Background: an optimization exercise with open tools, aiming at small area, a short achievable clock period and few clock cycles per item. Do not read the settings as production practice.
The RTL was checked by simulation tests, not by an equivalence proof against the original design.
Power and IR drop assume default switching activity.

File: flow/config.mk
export PLATFORM = sky130hd
export DESIGN_NAME = tdn2_acc
export DESIGN_NICKNAME = tdn2_acc
export VERILOG_FILES = /design/flow/design.v
export SDC_FILE = /design/flow/constraint.sdc
export NUM_CORES = 4
export LEC_CHECK = 0
export CAP_MARGIN = 20
export CORE_MARGIN = 2
export CORE_UTILIZATION = 55
export SLEW_MARGIN = 20
export TNS_END_PERCENT = 100
File: flow/design.v
module tdn2_div #(
    parameter integer STEPS = 2             
) (
    input  wire        clk,
    input  wire        clr,                 
    input  wire        restart,             
    input  wire [15:0] meas,
    input  wire [15:0] divisor,
    output wire        done,
    output reg         done_n,              
    output wire [16:0] quotient
);
    localparam integer NL = (STEPS < 2) ? 2 : STEPS;     
    localparam integer NC = (16 + NL) / STEPS;           
    localparam integer CW = $clog2(NC + 1);
    reg              pend;                  
    reg [CW-1:0]     cnt;                   
    reg [15:0]       rem;
    reg [16:0]       q;
    reg              done_r;                
    reg              first;                 
    assign done     = done_r;
    assign quotient = q;
    reg [15:0]      r;
    reg [16:0]      trial;
    reg [17:0]      diff;
    reg [STEPS-1:0] qb;
    reg             sat;
    integer i;
    always @(*) begin
        r   = rem;
        sat = 1'b0;
        for (i = 0; i < STEPS; i = i + 1) begin
            trial = {r, first && meas[NL - 1 - i]};
            diff  = {1'b0, trial} - {2'b00, divisor};
            qb[STEPS-1-i] = !diff[17];
            if (!diff[17] && first && i < NL - 1)
                sat = 1'b1;
            r = diff[17] ? trial[15:0] : diff[15:0];
        end
    end
    always @(*) begin
        done_n = done_r;
        if (clr)
            done_n = 1'b1;
        else if (restart)
            done_n = 1'b0;
        else if (pend)
            done_n = (divisor == 16'd0);
        else if (cnt != {CW{1'b0}})
            done_n = (cnt == 1) || sat;
    end
    always @(posedge clk) begin
        done_r <= done_n;
        first  <= pend && !clr && !restart;
        if (clr) begin
            pend <= 1'b0;
            cnt  <= {CW{1'b0}};
            q    <= 17'd65535;
        end else if (restart) begin
            pend <= 1'b1;
            cnt  <= {CW{1'b0}};
        end else if (pend) begin
            pend <= 1'b0;
            rem  <= meas >> NL;
            if (divisor == 16'd0)
                q   <= 17'd65535;
            else
                cnt <= NC[CW-1:0];
        end else if (cnt != {CW{1'b0}}) begin
            rem  <= r;
            q    <= {q[16-STEPS:0], qb};
            cnt  <= cnt - 1'b1;
            if (sat) begin
                q   <= 17'h1FFFF;
                cnt <= {CW{1'b0}};
            end
        end
    end
endmodule
module tdn2_acc (
    input  wire        clk,
    input  wire        rst,           
    input  wire        cmd_valid,
    output wire        cmd_ready,
    input  wire [23:0] cmd,
    input  wire        btn,           
    output reg         rsp_valid,
    output reg  [1:0]  rsp_status,
    output reg  [15:0] rsp_data,
    output reg         rly_auto,
    output reg         rly_dir,
    output reg         drv_pwr
);
    localparam [2:0]  GUST_WINDOW    = 3'd5;
    localparam [2:0]  WATER_ALM_TIME = 3'd4;
    localparam [6:0]  FOUR_HOURS     = 7'd100;
    localparam [15:0] POT_DELTA      = 16'd1000;
    localparam [15:0] THR_BIAS       = 16'd1000;
    localparam [15:0] THR_STEP       = 16'd1000;
    localparam [15:0] THR_MARGIN     = 16'd5000;
    localparam [2:0]  T_RELAY_SETTLE = 3'd2;
    localparam [2:0]  T_TRAVEL_UP    = 3'd6;
    localparam [2:0]  T_TRAVEL_DOWN  = 3'd4;
    localparam [2:0]  T_POST_SETTLE  = 3'd2;
    localparam [3:0]  WDG_ACK_RELOAD = 4'd12;
    localparam        DIR_UP_LEVEL   = 1'b1;
    localparam [2:0] OP_NOP = 3'd0, OP_SAMPLE = 3'd1, OP_RDFILT = 3'd2, OP_TICK1S = 3'd3,
                     OP_MOVE = 3'd4, OP_STEP = 3'd5, OP_WDGACK = 3'd6, OP_RDSTAT = 3'd7;
    localparam [1:0] ST_OK = 2'd0, ST_BUSY = 2'd1, ST_ILLEGAL = 2'd2;
    localparam [2:0] SQ_IDLE = 3'd0, SQ_SETTLE1 = 3'd1, SQ_TRAVEL = 3'd2,
                     SQ_SETTLE2 = 3'd3, SQ_WAITREL = 3'd4;
    localparam [1:0] CONT_NONE = 2'd0, CONT_RAISE = 2'd1, CONT_LOWER = 2'd2;
    localparam [1:0] RES_NONE = 2'd0, RES_COMPLETED = 2'd1, RES_INTERRUPTED = 2'd2;
    reg [15:0] filt0, filt1, filt2, filt3;
    reg [15:0] prev0, prev1;
    reg [2:0]  gt0, gt1;
    reg        gnext;
    reg [15:0] threshold, setpoint, sp_d2, minimum_seen;    
    reg        is_down, is_auto;
    reg [6:0]  auto_down_timer;
    reg [2:0]  water_alarm_count;
    reg [3:0]  alarm_flags;
    reg [2:0]  seq;
    reg [2:0]  seq_cnt;
    reg        seq_dir, seq_pressed;
    reg [1:0]  seq_cont, last_result;
    reg [3:0]  wdg_ack;
    reg        rdy;           
    reg        v1;            
    reg        lg1;           
    reg [2:0]  op1;
    reg [1:0]  ch1;
    reg [19:0] x1;            
    reg [4:0]  idx1;          
    reg        btn1;
    reg        tw;            
    reg        t_lg, t_wp, t_bp, t_btn;
    assign cmd_ready = rdy;
    wire accept = cmd_valid && rdy;
    reg legal_in;
    always @(*) begin
        case (cmd[23:20])
            4'd0:    legal_in = (cmd[19:0] == 20'd0);
            4'd1:    legal_in = (cmd[17:16] == 2'd0);
            4'd2:    legal_in = (cmd[17:0] == 18'd0);
            4'd3:    legal_in = (cmd[19:2] == 18'd0);
            4'd4:    legal_in = (cmd[19:1] == 19'd0);
            4'd5:    legal_in = (cmd[19:0] == 20'd0);
            4'd6:    legal_in = (cmd[19:0] == 20'd0);
            4'd7:    legal_in = (cmd[19:5] == 15'd0);
            default: legal_in = 1'b0;
        endcase
    end
    wire busy = (seq != SQ_IDLE);
    wire x_ok = v1 && lg1;
    wire is_sample = x_ok && (op1 == OP_SAMPLE);
    wire is_step   = x_ok && (op1 == OP_STEP);
    reg  [3:0] ch1h;          
    wire [15:0] y = ({16{ch1h[0]}} & filt0) | ({16{ch1h[1]}} & filt1) |
                    ({16{ch1h[2]}} & filt2) | ({16{ch1h[3]}} & filt3);
    wire        fast  = ch1[1];
    wire        p_neg = x1[16];
    wire [26:0] o2    = fast ? ~{8'd0, y, 3'd0} : ~{11'd0, y};
    wire [26:0] o3    = fast ? ~{10'd0, y, 1'b0} : 27'd0;
    wire [26:0] o4    = fast ? {7'd0, x1} : {11'd0, x1[15:0] ^ {16{p_neg}}};
    wire [26:0] o5    = fast ? 27'd2 : {25'd0, p_neg, !p_neg};
    wire [26:0] s_acc = {y, 11'd0} + o2 + o3 + o4 + o5;
    wire [15:0] s_new = s_acc[26:11];
    wire        wdg_fire = is_step && !busy && (wdg_ack == 4'd0);
    wire        div_done;
    wire [16:0] wd;
    tdn2_div #(.STEPS(2)) u_div (
        .clk      (clk),
        .clr      (rst || wdg_fire),
        .restart  (is_sample && !ch1[1]),
        .meas     (filt1),
        .divisor  (filt0),
        .done     (div_done),
        .done_n   (div_done_n),
        .quotient (wd)
    );
    wire [4:0]  idx = idx1;
    wire [1:0]  n_active = {1'b0, gt0 != 3'd0} + {1'b0, gt1 != 3'd0};
    wire [15:0] status_word = {1'b0, drv_pwr, rly_dir, rly_auto, last_result, seq_cont,
                               seq_pressed, seq_dir, seq, busy, is_auto, is_down};
    wire [15:0] alarm_word  = {9'd0, water_alarm_count, alarm_flags};
    wire [15:0] gust_word   = {7'd0, gnext, 6'd0, n_active};
    reg        rd_ok;
    reg [15:0] rd_val;
    always @(*) begin
        rd_ok  = 1'b1;
        rd_val = 16'd0;
        case (idx)
            5'd0:  rd_val = status_word;
            5'd1:  rd_val = alarm_word;
            5'd2:  rd_val = threshold;
            5'd3:  rd_val = setpoint;
            5'd4:  rd_val = setpoint;
            5'd5:  rd_val = sp_d2;
            5'd6:  rd_val = minimum_seen;
            5'd7:  rd_val = {9'd0, auto_down_timer};
            5'd8:  rd_val = {13'd0, seq_cnt};
            5'd9:  rd_val = {12'd0, wdg_ack};
            5'd10: rd_val = gust_word;
            5'd11: rd_val = prev0;
            5'd12: rd_val = prev1;
            5'd16: rd_val = {13'd0, gt0};
            5'd17: rd_val = {13'd0, gt1};
            default: rd_ok = 1'b0;
        endcase
    end
    localparam [2:0] U_SS2 = 3'd0, U_ST = 3'd1, U_WT = 3'd2, U_WS = 3'd3, U_WM = 3'd4, U_VAL = 3'd5;
    wire [15:0] sp = filt3;
    reg  [4:0]  fv;                       
    reg         f_big, f_tlts, f_tp, f_wp, f_lt1k, f_ltm;
    wire        tick_ill  = tw && !t_lg;           
    wire        tick_busy = tw && t_lg && busy;
    function flags_ready;
        input [4:0] v;
        input       bp, down, auto;
        begin
            flags_ready = v[U_WT] && (bp ? v[U_WS] :
                                      down ? (v[U_SS2] && v[U_ST]) :
                                      auto ? v[U_WM] : 1'b1);
        end
    endfunction
    reg         tick_app;                 
    wire        c_bp   = t_bp;                        
    wire        c_down = is_down && !t_bp;            
    wire        c_auto = !is_down && is_auto && !t_bp;  
    reg  [2:0]  u, u_n;
    wire        div_done_n;
    reg  [4:0]  fv_n;
    wire        app_n;
    always @(*) begin
        if (app_n)                          u_n = U_VAL;
        else if (div_done_n && !fv_n[U_WT]) u_n = U_WT;
        else if (div_done_n && !fv_n[U_WM]) u_n = U_WM;
        else if (!fv_n[U_SS2])              u_n = U_SS2;
        else if (!fv_n[U_ST])               u_n = U_ST;
        else                                u_n = U_WS;
    end
    wire        u_ok = (u == U_SS2) || (u == U_ST) || div_done;    
    wire [15:0] thr_step = threshold + THR_STEP;
    wire [15:0] m_sel = f_ltm ? wd[15:0] : minimum_seen;
    reg         a_wd, a_half, b_t, b_s, b_m, b_k, b_mh, b_s2, alu_sub;
    reg         n_a_wd, n_a_half, n_b_t, n_b_s, n_b_m, n_b_k, n_b_mh, n_sub;
    always @(*) begin
        n_a_wd = 1'b0; n_a_half = 1'b0; n_b_t = 1'b0; n_b_s = 1'b0;
        n_b_m  = 1'b0; n_b_k    = 1'b0; n_b_mh = 1'b0; n_sub = 1'b1;
        case (u_n)
            U_SS2: ;                                              
            U_ST:  n_b_t = 1'b1;                                  
            U_WT:  begin n_a_wd = 1'b1; n_b_t = 1'b1; end         
            U_WS:  begin n_a_wd = 1'b1; n_b_s = 1'b1; end         
            U_WM:  begin n_a_wd = 1'b1; n_b_m = 1'b1; end         
            default: begin                                        
                if (t_bp) begin
                    n_a_wd = 1'b1; n_b_k = 1'b1;                  
                end else if (is_down) begin
                    n_a_wd = 1'b1; n_b_s = 1'b1;                  
                end else begin
                    n_sub = 1'b0; n_a_half = 1'b1; n_b_mh = 1'b1;  
                end
            end
        endcase
    end
    always @(posedge clk) begin
        if (rst) begin                                    
            a_wd <= 1'b0; a_half <= 1'b0; b_t <= 1'b0; b_s <= 1'b0; b_m <= 1'b0;
            b_k  <= 1'b0; b_mh   <= 1'b0; b_s2 <= 1'b1; alu_sub <= 1'b1;
        end else begin
            a_wd    <= n_a_wd;
            a_half  <= n_a_half;
            b_t     <= n_b_t;
            b_s     <= n_b_s;
            b_m     <= n_b_m;
            b_k     <= n_b_k;
            b_mh    <= n_b_mh;
            b_s2    <= !(n_b_t || n_b_s || n_b_m || n_b_k || n_b_mh);
            alu_sub <= n_sub;
        end
    end
    wire [16:0] alu_a = a_wd ? wd : {1'b0, sp[15:1], sp[0] && !a_half};
    wire [16:0] alu_b = ({17{b_t}}  & {1'b0, threshold})        | ({17{b_s}}  & {1'b0, sp})  |
                        ({17{b_m}}  & {1'b0, minimum_seen})     | ({17{b_k}}  & {1'b0, THR_BIAS}) |
                        ({17{b_mh}} & {1'b0, m_sel[15:1], 1'b0}) | ({17{b_s2}} & {1'b0, sp_d2});
    wire [18:0] alu_x = {1'b0, alu_a, 1'b1} + {(alu_sub ? ~{1'b0, alu_b} : {1'b0, alu_b}), alu_sub};
    wire [17:0] alu_r = alu_x[18:1];
    wire        r_neg = alu_r[17];
    wire        r_pos = !r_neg && (alu_r[16:0] != 17'd0);
    wire        r_gt1000  = !r_neg && (alu_r[16:0] > 17'd1000);
    wire        r_ltm1000 = r_neg && (alu_r[16:0] < 17'h1FC18);       
    wire        r_ge5000  = !r_neg && (alu_r[16:0] >= {1'b0, THR_MARGIN});
    wire        r_lt1000  = r_neg || (alu_r[16:0] < 17'd1000);
    reg        water_pre, water_alarm, wind_alarm, alarm;
    reg [15:0] n_threshold, n_minimum_seen;
    reg        n_is_down, n_is_auto;
    reg [6:0]  n_auto_down_timer;
    reg [2:0]  n_wac;
    reg [2:0]  n_gt0, n_gt1;
    reg        n_gnext;
    reg [1:0]  act;
    reg        refused;
    reg        start_mv, start_dir;
    reg [1:0]  start_cont;
    always @(*) begin
        n_is_down         = is_down;
        n_is_auto         = is_auto;
        n_wac             = water_alarm_count;
        n_gnext           = gnext;
        n_auto_down_timer = auto_down_timer;
        n_gt0             = gt0;
        n_gt1             = gt1;
        if (t_bp) begin
            n_is_auto = 1'b0;
            n_is_down = 1'b1;
            n_wac     = 3'd0;
            n_gt0     = 3'd0;
            n_gt1     = 3'd0;
            n_gnext   = 1'b0;
        end
        water_pre      = f_wp;
        n_minimum_seen = minimum_seen;
        if (c_bp) begin
            if (wd <= {1'b0, THR_BIAS})  n_threshold = 16'd0;
            else if (f_lt1k)             n_threshold = alu_r[15:0];
            else                         n_threshold = sp;
        end else if (c_down) begin
            n_minimum_seen = 16'hFFFF;
            if (f_big || !f_tlts)        n_threshold = sp;
            else if (!r_ge5000)          n_threshold = threshold;
            else if (f_tp)               n_threshold = thr_step;
            else                         n_threshold = sp;
        end else if (c_auto) begin
            n_minimum_seen = m_sel;
            n_threshold    = alu_r[16:1];
        end else begin
            n_threshold    = sp;
        end
        if (water_pre)
            n_wac = (n_wac + 3'd1 < WATER_ALM_TIME) ? n_wac + 3'd1 : WATER_ALM_TIME;
        else
            n_wac = 3'd0;
        water_alarm = (n_wac >= WATER_ALM_TIME);
        if (n_gt0 != 3'd0) n_gt0 = n_gt0 - 3'd1;
        if (n_gt1 != 3'd0) n_gt1 = n_gt1 - 3'd1;
        wind_alarm = 1'b0;
        if (t_wp) begin
            if (n_gt0 != 3'd0 && n_gt1 != 3'd0) begin
                wind_alarm = 1'b1;
            end else if (n_gnext == 1'b0) begin
                if (n_gt0 == 3'd0) begin n_gt0 = GUST_WINDOW; n_gnext = 1'b1; end
                else               begin n_gt1 = GUST_WINDOW; n_gnext = 1'b0; end
            end else begin
                if (n_gt1 == 3'd0) begin n_gt1 = GUST_WINDOW; n_gnext = 1'b0; end
                else               begin n_gt0 = GUST_WINDOW; n_gnext = 1'b1; end
            end
        end
        alarm      = water_alarm || wind_alarm;
        act        = 2'd0;
        refused    = 1'b0;
        start_mv   = 1'b0;
        start_dir  = 1'b0;
        start_cont = CONT_NONE;
        if (n_is_down && alarm) begin
            act        = 2'd1;
            start_mv   = 1'b1;
            start_dir  = 1'b1;
            start_cont = CONT_RAISE;
        end else if (!n_is_down && alarm) begin
            n_auto_down_timer = FOUR_HOURS;
        end else if (!n_is_down && n_is_auto) begin
            if (n_auto_down_timer != 7'd0) n_auto_down_timer = n_auto_down_timer - 7'd1;
            if (n_auto_down_timer == 7'd0) begin
                act        = 2'd2;
                start_mv   = 1'b1;
                start_dir  = 1'b0;
                start_cont = CONT_LOWER;
            end
        end
        if (start_mv && t_btn) begin
            refused   = 1'b1;
            n_is_auto = 1'b0;
            n_is_down = 1'b1;
            n_wac     = 3'd0;
            n_gt0     = 3'd0;
            n_gt1     = 3'd0;
            n_gnext   = 1'b0;
        end
    end
    wire [2:0] st_cnt_dec = seq_cnt - 3'd1;
    task reset_state;
        begin
            filt0 <= 16'd0; filt1 <= 16'd0; filt2 <= 16'd0; filt3 <= 16'd0;
            prev0             <= 16'd0;
            prev1             <= 16'd0;
            gt0               <= 3'd0;
            gt1               <= 3'd0;
            gnext             <= 1'b0;
            threshold         <= 16'd0;
            setpoint          <= 16'd0;
            sp_d2             <= 16'd0;
            minimum_seen      <= 16'hFFFF;
            is_down           <= 1'b1;
            is_auto           <= 1'b1;
            auto_down_timer   <= 7'd0;
            water_alarm_count <= 3'd0;
            alarm_flags       <= 4'd0;
            seq               <= SQ_IDLE;
            seq_cnt           <= 3'd0;
            seq_dir           <= 1'b0;
            seq_pressed       <= 1'b0;
            seq_cont          <= CONT_NONE;
            last_result       <= RES_NONE;
            rly_auto          <= 1'b0;
            rly_dir           <= 1'b0;
            drv_pwr           <= 1'b0;
            wdg_ack           <= WDG_ACK_RELOAD;
        end
    endtask
    task start_sequence;
        input       dir;
        input [1:0] cont;
        begin
            rly_auto    <= 1'b1;
            rly_dir     <= dir ? DIR_UP_LEVEL : ~DIR_UP_LEVEL;
            seq         <= SQ_SETTLE1;
            seq_cnt     <= T_RELAY_SETTLE;
            seq_dir     <= dir;
            seq_pressed <= 1'b0;
            seq_cont    <= cont;
            last_result <= RES_NONE;
        end
    endtask
    task finish_sequence;
        input [1:0] res;
        begin
            rly_auto    <= 1'b0;
            rly_dir     <= 1'b0;
            drv_pwr     <= 1'b0;
            last_result <= res;
            seq         <= SQ_IDLE;
            seq_cnt     <= 3'd0;
            seq_dir     <= 1'b0;
            seq_pressed <= 1'b0;
            seq_cont    <= CONT_NONE;
            if (seq_cont != CONT_NONE) begin
                if (res == RES_COMPLETED) begin
                    if (seq_cont == CONT_RAISE) begin
                        is_down         <= 1'b0;
                        auto_down_timer <= FOUR_HOURS;
                    end else begin
                        is_down <= 1'b1;
                    end
                end else begin
                    is_auto <= 1'b0;
                    is_down <= 1'b1;
                end
                water_alarm_count <= 3'd0;
                gt0   <= 3'd0;
                gt1   <= 3'd0;
                gnext <= 1'b0;
            end
        end
    endtask
    task respond;
        input [1:0]  st;
        input [15:0] d;
        begin
            rsp_valid  <= 1'b1;
            rsp_status <= st;
            rsp_data   <= d;
        end
    endtask
    wire inv_s  = is_sample && (ch1 == 2'd3);      
    wire inv_wd = is_sample && !ch1[1];            
    always @(*) begin
        fv_n = fv;
        if (!tick_app && u_ok) fv_n[u] = 1'b1;
        if (inv_s)    begin fv_n[U_SS2] = 1'b0; fv_n[U_ST] = 1'b0; fv_n[U_WS] = 1'b0; end
        if (inv_wd)   begin fv_n[U_WT] = 1'b0; fv_n[U_WS] = 1'b0; fv_n[U_WM] = 1'b0; end
        if (tick_app) begin fv_n[U_SS2] = 1'b0; fv_n[U_ST] = 1'b0; fv_n[U_WT] = 1'b0; fv_n[U_WM] = 1'b0; end
        if (wdg_fire) fv_n = 5'd0;
    end
    always @(posedge clk) begin
        if (rst) begin
            fv <= 5'd0;
            u  <= U_SS2;
        end else begin
            fv <= fv_n;
            u  <= u_n;
        end
        if (!tick_app && u_ok) begin
            case (u)
                U_SS2: f_big <= r_gt1000 || r_ltm1000;
                U_ST:  begin f_tlts <= r_pos; f_tp <= r_gt1000; end
                U_WT:  f_wp <= r_neg;
                U_WM:  f_ltm <= r_neg;
                default: f_lt1k <= r_lt1000;
            endcase
        end
    end
    wire tick_stays  = tw && t_lg && !tick_busy && !tick_app;
    wire ready_n     = flags_ready(fv_n, t_bp, is_down, is_auto);
    wire idle_n      = !busy && !(x_ok && op1 == OP_MOVE);
    assign app_n     = tick_stays && ready_n && idle_n;
    wire rdy_n       = !tick_in && (!tick_stays || app_n);
    wire [3:0]  op_in   = cmd[23:20];
    wire [15:0] raw_in  = cmd[15:0];
    wire        tick_in = accept && (op_in == 4'd3);            
    wire        samp_in = accept && legal_in && (op_in == 4'd1);
    wire [16:0] p0_in   = {1'b0, raw_in} - {1'b0, wdg_fire ? 16'd0 : prev0};
    wire [16:0] p1_in   = {1'b0, raw_in} - {1'b0, wdg_fire ? 16'd0 : prev1};
    wire [16:0] p_in    = cmd[18] ? p1_in : p0_in;
    wire [19:0] r10_in  = {1'b0, raw_in, 3'd0} + {3'd0, raw_in, 1'b0};
    always @(posedge clk) begin
        op1  <= op_in[2:0];
        ch1  <= cmd[19:18];
        ch1h <= 4'd1 << cmd[19:18];
        lg1  <= legal_in;
        btn1 <= btn;
        x1   <= cmd[19] ? r10_in : {3'd0, p_in};
        idx1 <= cmd[4:0];
        if (rdy) begin                                   
            t_lg  <= legal_in;
            t_wp  <= cmd[0];
            t_bp  <= cmd[1];
            t_btn <= btn;
        end
    end
    always @(posedge clk) begin
        if (rst) begin
            reset_state;
            rdy        <= 1'b1;
            tick_app   <= 1'b0;
            v1         <= 1'b0;
            tw         <= 1'b0;
            rsp_valid  <= 1'b0;
            rsp_status <= ST_OK;
            rsp_data   <= 16'd0;
        end else begin
            rsp_valid <= 1'b0;
            v1        <= accept && !tick_in;
            if (tick_ill) begin
                tw <= 1'b0;
                respond(ST_ILLEGAL, 16'd0);
            end else if (tick_busy) begin
                tw <= 1'b0;
                respond(ST_BUSY, 16'd0);
            end else if (tick_app) begin
                        tw                <= 1'b0;
                        wdg_ack           <= WDG_ACK_RELOAD;
                        is_down           <= n_is_down;
                        is_auto           <= n_is_auto;
                        water_alarm_count <= n_wac;
                        gt0               <= n_gt0;
                        gt1               <= n_gt1;
                        gnext             <= n_gnext;
                        threshold         <= n_threshold;
                        setpoint          <= sp;
                        sp_d2             <= setpoint;
                        minimum_seen      <= n_minimum_seen;
                        auto_down_timer   <= n_auto_down_timer;
                        alarm_flags       <= {t_wp, water_pre, wind_alarm, water_alarm};
                        if (refused)
                            last_result <= RES_INTERRUPTED;
                        if (start_mv && !refused)
                            start_sequence(start_dir, start_cont);
                        respond(ST_OK, {9'd0, refused, act, t_wp, water_pre, wind_alarm, water_alarm});
            end else if (v1 && !lg1) begin
                respond(ST_ILLEGAL, 16'd0);
            end else if (v1) begin
                begin
                    case (op1)
                    OP_NOP: respond(ST_OK, 16'd0);
                    OP_SAMPLE: begin
                        case (ch1)
                            2'd0: filt0 <= s_new;
                            2'd1: filt1 <= s_new;
                            2'd2: filt2 <= s_new;
                            default: filt3 <= s_new;
                        endcase
                        respond(ST_OK, s_new);
                    end
                    OP_RDFILT: respond(ST_OK, y);
                    OP_MOVE: begin
                        if (busy) begin
                            respond(ST_BUSY, 16'd0);
                        end else begin
                            wdg_ack <= WDG_ACK_RELOAD;
                            if (btn1) begin
                                last_result <= RES_INTERRUPTED;
                                respond(ST_OK, {14'd0, RES_INTERRUPTED});
                            end else begin
                                start_sequence(idx1[0], CONT_NONE);
                                respond(ST_OK, 16'd0);
                            end
                        end
                    end
                    OP_STEP: begin
                        if (!busy) begin
                            if (wdg_ack == 4'd0) begin
                                reset_state;
                                respond(ST_OK, 16'h0008);
                            end else begin
                                wdg_ack <= wdg_ack - 4'd1;
                                respond(ST_OK, 16'd0);
                            end
                        end else begin
                            wdg_ack <= WDG_ACK_RELOAD;
                            case (seq)
                            SQ_SETTLE1: begin
                                seq_cnt <= st_cnt_dec;
                                if (st_cnt_dec == 3'd0) begin
                                    drv_pwr <= 1'b1;
                                    seq     <= SQ_TRAVEL;
                                    seq_cnt <= seq_dir ? T_TRAVEL_UP : T_TRAVEL_DOWN;
                                end
                                respond(ST_OK, 16'd0);
                            end
                            SQ_TRAVEL: begin
                                if (btn1) begin
                                    seq_pressed <= 1'b1;
                                    drv_pwr     <= 1'b0;
                                    seq         <= SQ_SETTLE2;
                                    seq_cnt     <= T_POST_SETTLE;
                                end else begin
                                    seq_cnt <= st_cnt_dec;
                                    if (st_cnt_dec == 3'd0) begin
                                        drv_pwr <= 1'b0;
                                        seq     <= SQ_SETTLE2;
                                        seq_cnt <= T_POST_SETTLE;
                                    end
                                end
                                respond(ST_OK, 16'd0);
                            end
                            SQ_SETTLE2: begin
                                seq_cnt <= st_cnt_dec;
                                if (st_cnt_dec == 3'd0) begin
                                    if (!seq_pressed) begin
                                        finish_sequence(RES_COMPLETED);
                                        respond(ST_OK, 16'h0005);
                                    end else if (!btn1) begin
                                        finish_sequence(RES_INTERRUPTED);
                                        respond(ST_OK, 16'h0006);
                                    end else begin
                                        seq <= SQ_WAITREL;
                                        respond(ST_OK, 16'd0);
                                    end
                                end else begin
                                    respond(ST_OK, 16'd0);
                                end
                            end
                            default: begin  
                                if (!btn1) begin
                                    finish_sequence(RES_INTERRUPTED);
                                    respond(ST_OK, 16'h0006);
                                end else begin
                                    respond(ST_OK, 16'd0);
                                end
                            end
                            endcase
                        end
                    end
                    OP_WDGACK: begin
                        wdg_ack <= WDG_ACK_RELOAD;
                        respond(ST_OK, 16'd0);
                    end
                    default: begin  
                        if (rd_ok) respond(ST_OK, rd_val);
                        else       respond(ST_ILLEGAL, 16'd0);
                    end
                    endcase
                end
            end
            rdy      <= rdy_n;
            tick_app <= app_n;
            if (tick_in)
                tw <= 1'b1;
            if (samp_in && !cmd[19]) begin
                if (cmd[18]) prev1 <= raw_in;
                else         prev0 <= raw_in;
            end
        end
    end
endmodule
File: flow/standard.sh
#!/bin/bash
# synth_recipe.tcl (not shown) runs the flow's synth.tcl, then flattens the netlist and writes it again
# the make line also repeats each setting of config.mk as NAME=value (left out here)
make -C /OpenROAD-flow-scripts/flow DESIGN_CONFIG=/design/flow/config.mk WORK_HOME=/design/flow/orfs CLKGATE_MAP_FILE= SYNTH_SCRIPT=/design/flow/synth_recipe.tcl "${@:-finish}"
File: flow/flow/run.sh
#!/bin/bash
# The standard layout (standard.sh: ORFS from synthesis to the final
# layout), with two changes to how the layout is made:
# - the timing repair after placement, CTS and global routing aims at 5.25 ns
#   instead of the 12 ns clock period, so that the layout gets as fast as
#   the logic allows;
# - every input and output port still gets a buffer, but a buf_2 rather than
#   the delay buffer buffer_ports picks by default (smaller and faster).
# Everything else is the standard flow.
set -euo pipefail
bash standard.sh SETUP_SLACK_MARGIN=6.75 "BUFFER_PORTS_ARGS=-buffer_cell sky130_fd_sc_hd__buf_2" finish > standard.log 2>&1
File: flow/constraint.sdc
create_clock -name core_clock -period 12.0 [get_ports {clk}]
set_input_delay 2.4000 -clock core_clock [delete_from_list [all_inputs] [get_ports {clk}]]
set_output_delay 2.4000 -clock core_clock [all_outputs]
set_load 0.01 [all_outputs]
==> results.txt <==
## per-stage QoR
| step | worst slack, ps | std cells | power [µW] | utilization |
|---|---|---|---|---|
| finish | 6900 | 3489 | 5590 | 0.621 |
| floorplan | 6740 | 2933 | 3320 | - |
| detailed placement | 5250 | 3385 | 3930 | 0.572 |
| global route | 6700 | 3489 | 5870 | 0.621 |
| CTS | 6760 | 3464 | 5330 | 0.610 |
| global placement | 5470 | 3384 | 3870 | 0.572 |
## placed cells by master, fill, tap and decap left out, types with 35 or more instances in the layout
| cell | netlist | routed |
|---|---|---|
| xnor2_1 | 74 | 72 |
| and3_1 | 35 | 35 |
| nand2_1 | 275 | 274 |
| a21oi_1 | 209 | 206 |
| buf_2 | 11 | 49 |
| nor3_1 | 82 | 79 |
| buf_4 | 1 | 59 |
| mux2i_1 | 48 | 48 |
| nor2_1 | 283 | 279 |
| ha_1 | 160 | 153 |
| o22ai_1 | 40 | 40 |
| xor2_1 | 39 | 36 |
| nand3_1 | 67 | 67 |
| inv_1 | 152 | 147 |
| dfxtp_1 | 301 | 292 |
| mux2_2 | 64 | 63 |
| clkbuf_16 | 0 | 45 |
| a22oi_1 | 129 | 129 |
| nand2b_1 | 59 | 59 |
| o21ai_0 | 136 | 130 |
## layout make-up
class	count	area, µm²	area share
inverters	155	584	0.0223
repair buffers	119	883	0.0337
multi-input cells	2278	15900	0.606
flip-flops and latches	327	6820	0.261
clock inverters	14	173	0.00660
clock buffers	57	1170	0.0446
well taps	539	674	0.0258
## tightest hold or removal path: stages, from the launching register on
cell	delay [ps]
dfxtp_1	310
nand2_1	50
a21oi_1	60
## registers in the layout, indices dropped and copies added (netlist names), 7 cells and up
signal,count
auto_down_timer,7
filt0,16
filt1,16
filt2,16
filt3,16
minimum_seen,16
prev0,16
prev1,16
rsp_data,16
setpoint,16
sp_d2,16
threshold,16
u_div.q,17
u_div.rem,16
x1,20
## repair_timing
action | in CTS | in global routing
setup buffers | 7 | 23
pin swaps | 5 | 18
gates resized for setup | 35 | 49
cloned | 1 | 2
endpoints found under the setup margin | 77 | 48
## metal layers
| metal | track usage | part of all wire | up-vias |
|---|---|---|---|
| li1 | - | - | 10715 |
| met5 | 0 | 0 | - |
| met2 | 0.573 | 0.44 | 1251 |
| met1 | 0.510 | 0.41 | 11224 |
| met3 | 0.0617 | 0.095 | 230 |
| met4 | 0.197 | 0.059 | 0 |
## final timing paths
kind	to	cells after the start
hold reg to reg	filt2[0]	2
setup reg to reg	u_div.rem[9]	21
hold / removal	filt2[0]	2
setup / recovery	u_div.rem[9]	21
## cells in the mapped netlist (all sizes together), types with 29 or more instances
library cell,instances,area share
nor2,284,0.046
o21ai,139,0.030
a31oi,29,0.0077
inv,152,0.024
nand3,67,0.014
a221oi,38,0.015
xor2,39,0.015
nand2,275,0.044
a22oi,129,0.041
a21o,29,0.0093
and3,35,0.0093
nand2b,59,0.016
or3,32,0.0087
clkbuf,153,0.024
ha,160,0.085
a21oi,210,0.045
mux2,64,0.031
fa,31,0.026
mux2i,48,0.020
dfxtp,301,0.26
o22ai,40,0.011
nor3,84,0.018
xnor2,75,0.028
## power breakdown
group	switching, µW	internal, µW	total, µW
sequential	106	1240	1340
clock	508	746	1250
combinational	1720	1270	2990
total	2330	3250	5580
## cell families after synthesis
| group | Yosys count | synth area share |
|---|---|---|
| multiplexers | 112 | 0.0510 |
| XOR/XNOR | 114 | 0.0427 |
| adder cells (fa/ha/maj) | 191 | 0.111 |
| buffers and inverters | 329 | 0.0539 |
| AO/OA/AOI/OAI | 869 | 0.251 |
| AND/OR/NAND/NOR | 991 | 0.201 |
| flip-flops | 327 | 0.289 |
==> flow_metrics.env <==
export IMPL_cts_tree="yes"
export IMPL_portBuffers=50
export IMPL_status="finished clean"
export IMPL_ys_flop_type="dfxtp_1"
export IMPL_p_per_area_mw_per_mm2=213
export IMPL_place_area_mm2=0.0241
export IMPL_netlist_instances=2933
export IMPL_slew_viol_final=0
export IMPL_synth_area_mm2=0.0235
export IMPL_drtIter0Drc=2947
export IMPL_antenna_found_initial=1
export IMPL_path_class="reg -> reg"
export IMPL_vias=23420
export IMPL_cts_hold_buf=0
export IMPL_path_buf_inv=4
export IMPL_worstSetupStartpoint="u_div.rem[9]"
export IMPL_cpPeakStageDelay_ps=430
export IMPL_gr_total_overflow=0
export IMPL_htree_levels=2
export IMPL_max_freq_mhz=196
export IMPL_synth_seq_area_share=0.289
export IMPL_numCtsBuffers=39
export IMPL_initial_utilization=0.559
export IMPL_rows=75
export IMPL_setup_viol=0
export IMPL_drive_gt1_frac=0.116
export IMPL_clk_insertion_delay_late_ps=580
export IMPL_clk_pin_slew_worst_paths_ps=60
export IMPL_syn_to_final_growth_pct=11.3
export IMPL_timing_rr_start="u_div.rem[9]"
export IMPL_cts_max_path_buffers=3
export IMPL_wire_per_inst_um=24.6
export IMPL_ant_nets=0
export IMPL_yosys_warnings=2
export IMPL_relSlewSlack=0.264
export IMPL_whs_ps=466
export IMPL_hp_class="reg -> reg"
export IMPL_drc_errors=0
export IMPL_path_cells="ha_4 -> a21o_1 -> a21o_1 -> a21o_1 -> a211o_1 -> o221ai_2 -> nand2_2 -> buf_12 -> buf_12 -> mux2_2 -> ha_1 -> o21a_1 -> o21ai_2 -> a211oi_2 -> nor3_2 -> o41ai_2 -> a31o_2 -> a221oi_4 -> buf_12 -> buf_4 -> o311ai_0"
export IMPL_hpwl_um=63700
export IMPL_rrSetupSlack_ps=6900
export IMPL_ios=51
export IMPL_synth_edf_count=26
export IMPL_max_slew_worst_pin_slew_ps=1100
export IMPL_synth_seq_cells=327
export IMPL_stdcell_area_mm2=0.0262
export IMPL_grt_max_degree=121
export IMPL_clockRootBuffer="clkbuf_16"
export IMPL_yosysUniqueCellTypes=91
export IMPL_core_area_mm2=0.0421
export IMPL_fp_dieArea_mm2=0.0445
export IMPL_final_period_utilization=0.425
export IMPL_nNetsFinal=3139
export IMPL_grt_pass1_wl_um=129000
export IMPL_fillers=3754
export IMPL_gp_congestion=1.02
export IMPL_viasPerCell=6.71
export IMPL_holdCritStartpoint="filt2[0]"
export IMPL_rsz0062_at_grt="yes"
export IMPL_fin_tns_setup_ps=0
export IMPL_period_minus_slack_ps=5100
export IMPL_die_y_um=211
export IMPL_slowest_stage="edfxtp_1"
export IMPL_grt_usage=0.375
export IMPL_grt_pass1_vias=21604
export IMPL_critPathCaptureType="register"
export IMPL_cp_top_family="compound AO/OA/AOI/OAI gates"
export IMPL_hold_viol_final=0
export IMPL_antenna_cells=0
export IMPL_drt_wl_total_um=85700
export IMPL_drv_cap=0
export IMPL_syn_area_per_cell_um2=8.02
export IMPL_crit_fanout=7
export IMPL_fin_skew_ps=32.9
export IMPL_cts_sinks=327
export IMPL_async_flop_share=0
export IMPL_required_ps=12360
export IMPL_crit_arrival_ps=5460
export IMPL_syn_num_nets=3152
export IMPL_leakagePower_uw=0.0103
export IMPL_die_w_um=211
export IMPL_start_kind="register"
export IMPL_peakVddDrop_uv=139
export IMPL_firstDrtPassIters=7
Testbench counts, summed over its fixed seeds: cycles 805,560, ops 776,106.

==> afterwards: timing with drivers on the ports <==
In the flow no input, the clock included, has a driving cell. The finished layout below was timed again as built, in two steps. Step 1 assumes that a clkbuf_16 drives the clock port and a buf_2 every other input. Step 2 times the ports against the registers' clock, not the clock port: input delays grow and output delays shrink by t, the midpoint of the rising clock arrivals with the driver on. a / b / c = ideal ports / drivers / drivers and shift; a / b = the first two.
t, ns: 0.622
setup WS [ns]: 6.900 / 6.900 / 6.373
clock arrival spread, ns: 0.035 / 0.036
slew at the worst register clock pin (ns): 0.06 / 0.06
After both steps this run still meets setup and hold. The setup slack of this run moves by 0.000 ns with the drivers and by -0.527 ns with both steps.
